This is an optimization exercise on Yosys and OpenROAD, whose aim is a short achievable clock period and few clock cycles per item, not a production implementation.
Function was checked by simulation only, so behaviour that the tests miss may differ from the original.
No activity file was given, so power comes from the tool's default toggle rates.

Setup of the baseline:
Design pll_ctrl, start of the top module:
module pll_ctrl (
    input             clk,
    input             rst,           
    input             in_valid,
    output            in_ready,
    input      [63:0] in_word,
    output            out_valid,
    input             out_ready,
    output     [63:0] out_word,
    output            synth_valid,
    output     [31:0] synth_reg
);
    localparam [33:0] TWO_TICK_CS = 34'd9600000000;   
    localparam [3:0]  FRAC_INIT   = 4'd8;
    localparam [31:0] I_MAX       = 32'h7FFFFFFF;
    localparam [31:0] I_MIN       = 32'h80000001;     
    reg  [1:0]  active_src;
    reg  [31:0] current_rate;
    reg         rate_valid;
    reg         fl_unsup, fl_stall, fl_los, fl_badcmd, fl_fallback;
    reg  [15:0] adder;
    reg  [3:0]  frac_index;
    reg         first_update;
    reg  [15:0] prev_count;
    reg         prev_valid;
    reg  [31:0] integ;           
    reg  [1:0]  lock;
    reg  [3:0]  dwell;
    wire [7:0]  flags = {fl_fallback, fl_badcmd, fl_los, 1'b0, fl_stall, 2'b00, fl_unsup};
    reg         in_ready_r;
    assign in_ready = in_ready_r;
    wire        acc = in_valid & in_ready_r;
    wire [63:0] w     = in_word;
    wire [1:0]  w_src = w[33:32];
    wire [31:0] w_freq = w[31:0];
    wire [15:0] cnt   = w[15:0];
    wire is_selsrc  = (w[63:34] == {8'h10, 22'd0}) && (w[31:0] == 32'd0);
    wire is_setrate = (w[63:32] == 32'h11000000);
    wire is_getstat = (w == 64'h1200000000000000);
    wire is_clrflag = (w[63:8] == 56'h13000000000000);
    wire is_synget  = (w[63:32] == 32'h14000000);
    wire is_refev   = (w[63:35] == {8'h20, 21'd0}) && (w[31:16] == 16'd0);
    wire is_los     = (w[63:34] == {8'h21, 22'd0}) && (w[31:0] == 32'd0);
  ...
==> flow/config.mk <==
export PLATFORM = sky130hd
export DESIGN_NAME = pll_ctrl
export DESIGN_NICKNAME = pll_ctrl
export VERILOG_FILES = /design/flow/design.v
export SDC_FILE = /design/flow/constraint.sdc
export NUM_CORES = 4
export LEC_CHECK = 0
export CAP_MARGIN = 20
export CORE_MARGIN = 2
export CORE_UTILIZATION = 40
export PLACE_DENSITY = 0.6
export SLEW_MARGIN = 20
==> flow/constraint.sdc <==
create_clock -name core_clock -period 20.0 [get_ports {clk}]
set_input_delay 4.0000 -clock core_clock [delete_from_list [all_inputs] [get_ports {clk}]]
set_output_delay 4.0000 -clock core_clock [all_outputs]
set_load 0.01 [all_outputs]
run.sh (not shown) runs the stock make flow with config.mk's settings and CLKGATE_MAP_FILE= SYNTH_SCRIPT=/design/flow/synth_recipe.tcl, a recipe that flattens the netlist after the stock synthesis.
Testbench counts of the baseline, summed over its fixed seeds: cycles 24,817, messages 24,000.
diff inputs: the baseline => the candidate
Settings: an added ABC_CLOCK_PERIOD_IN_PS of 2000.
[summary]
The baseline and the candidate ended up with nearly the same layout overhead on the synthesized area. As far as total of fill cells in the finished design goes, the baseline and the candidate are indistinguishable; the numbers are identical. Comparing the candidate against the baseline, there is no change at all in die area. | flip-flop and latch count | the candidate vs the baseline | ≈ equal |. As far as number of buffers on the longest clock path goes, the baseline and the candidate are indistinguishable; the numbers are identical. Final weighted congestion in routability-driven placement: the candidate vs the baseline — no meaningful difference. The candidate -> the baseline: core utilization of the finished layout delta 0, exact match. | total power | the candidate vs the baseline | ≈ equal |. Re summed area of non-filler cells in the final layout: no difference whatsoever between the candidate and the baseline. From the candidate to the baseline, detailed placement HPWL did not move at all.

* * *

Another version of the RTL of pll_ctrl (not shown whole).
Size: ~170 I/O pins, roughly 0.19 mm2 of cells after synthesis.
Settings: LEC_CHECK=0, CAP_MARGIN=50, CORE_MARGIN=2, CORE_UTILIZATION=55, PLACE_DENSITY=0.72, SLEW_MARGIN=70, SYNTH_HIERARCHICAL=1, SYNTH_MINIMUM_KEEP_SIZE=0; clock period 20.0 ns.
Testbench counts at the start, summed over its fixed seeds: cycles 25,213, messages 24,000.
Change:
CORE_UTILIZATION = 40   (was 55)
PLACE_DENSITY = 0.6   (was 0.72)
The changed run finished clean.
Clock power is about the same.
Die area is higher by about 37%.
Count of clock-buffer cells in the layout rose by 16.
Critical path depth came out lower by 7.
Worst setup slack improves by 33 ps.
Via count drops by 4.0%.
Change:
==> flow/flow/run.sh (new file) <==
#!/bin/bash
# The standard layout, with the port buffers made of sky130_fd_sc_hd__buf_4
# instead of the delay buffer that buffer_ports picks by default.
set -euo pipefail
export BUFFER_PORTS_ARGS="-buffer_cell sky130_fd_sc_hd__buf_4"
bash standard.sh > standard.log 2>&1
==> flow/standard.sh (new file) <==
#!/bin/bash
# synth_recipe.tcl (not shown) runs the flow's synth.tcl, then flattens the netlist and writes it again
# the make line also repeats each setting of config.mk as NAME=value (left out here)
make -C /OpenROAD-flow-scripts/flow DESIGN_CONFIG=/design/flow/config.mk WORK_HOME=/design/flow/orfs CLKGATE_MAP_FILE= SYNTH_SCRIPT=/design/flow/synth_recipe.tcl "${@:-finish}"
CORE_UTILIZATION = 55   (was 40)
PLACE_DENSITY = 0.72   (was 0.6)
removed: flow/run.sh
Effect: The changed run ran to the end with no violations; wire length climbs by 3.3%; final area drops by 0.76%; final cell count drops by 5.7%; non-clock buffer count climbs by 26.

afterwards: timing with drivers on the ports:
No port has a modelled driver above. Below, the same layouts with a new extraction and two added sets of constraints.
Step 1, drivers: a clkbuf_16 drives clk and a buf_2 each remaining input, both assumed.
Step 2 also shifts input and output timing later by t, the mid clock arrival at the registers, as if the neighbouring blocks saw the same clock.
Slacks: ideal / step 1 / step 2; pairs: ideal / step 1.
run | t (ns) | slack for setup (ns) | worst setup path after step 2
the baseline | 0.772 | 1.232 / 1.232 / 1.232 | register to register
the candidate | 0.772 | 1.232 / 1.232 / 1.232 | register to register
the first run of note 2 | 1.030 | 11.400 / 11.400 / 10.472 | input to register
the second run of note 2 | 1.006 | 11.433 / 11.508 / 10.502 | input to register
the third run of note 2 | 1.030 | 11.581 / 11.598 / 10.654 | input to register
After both steps every run listed still meets setup and hold. For the second run of note 2, which loses most, drivers alone change the setup slack by +0.075 ns; drivers and shift together by -0.931 ns.
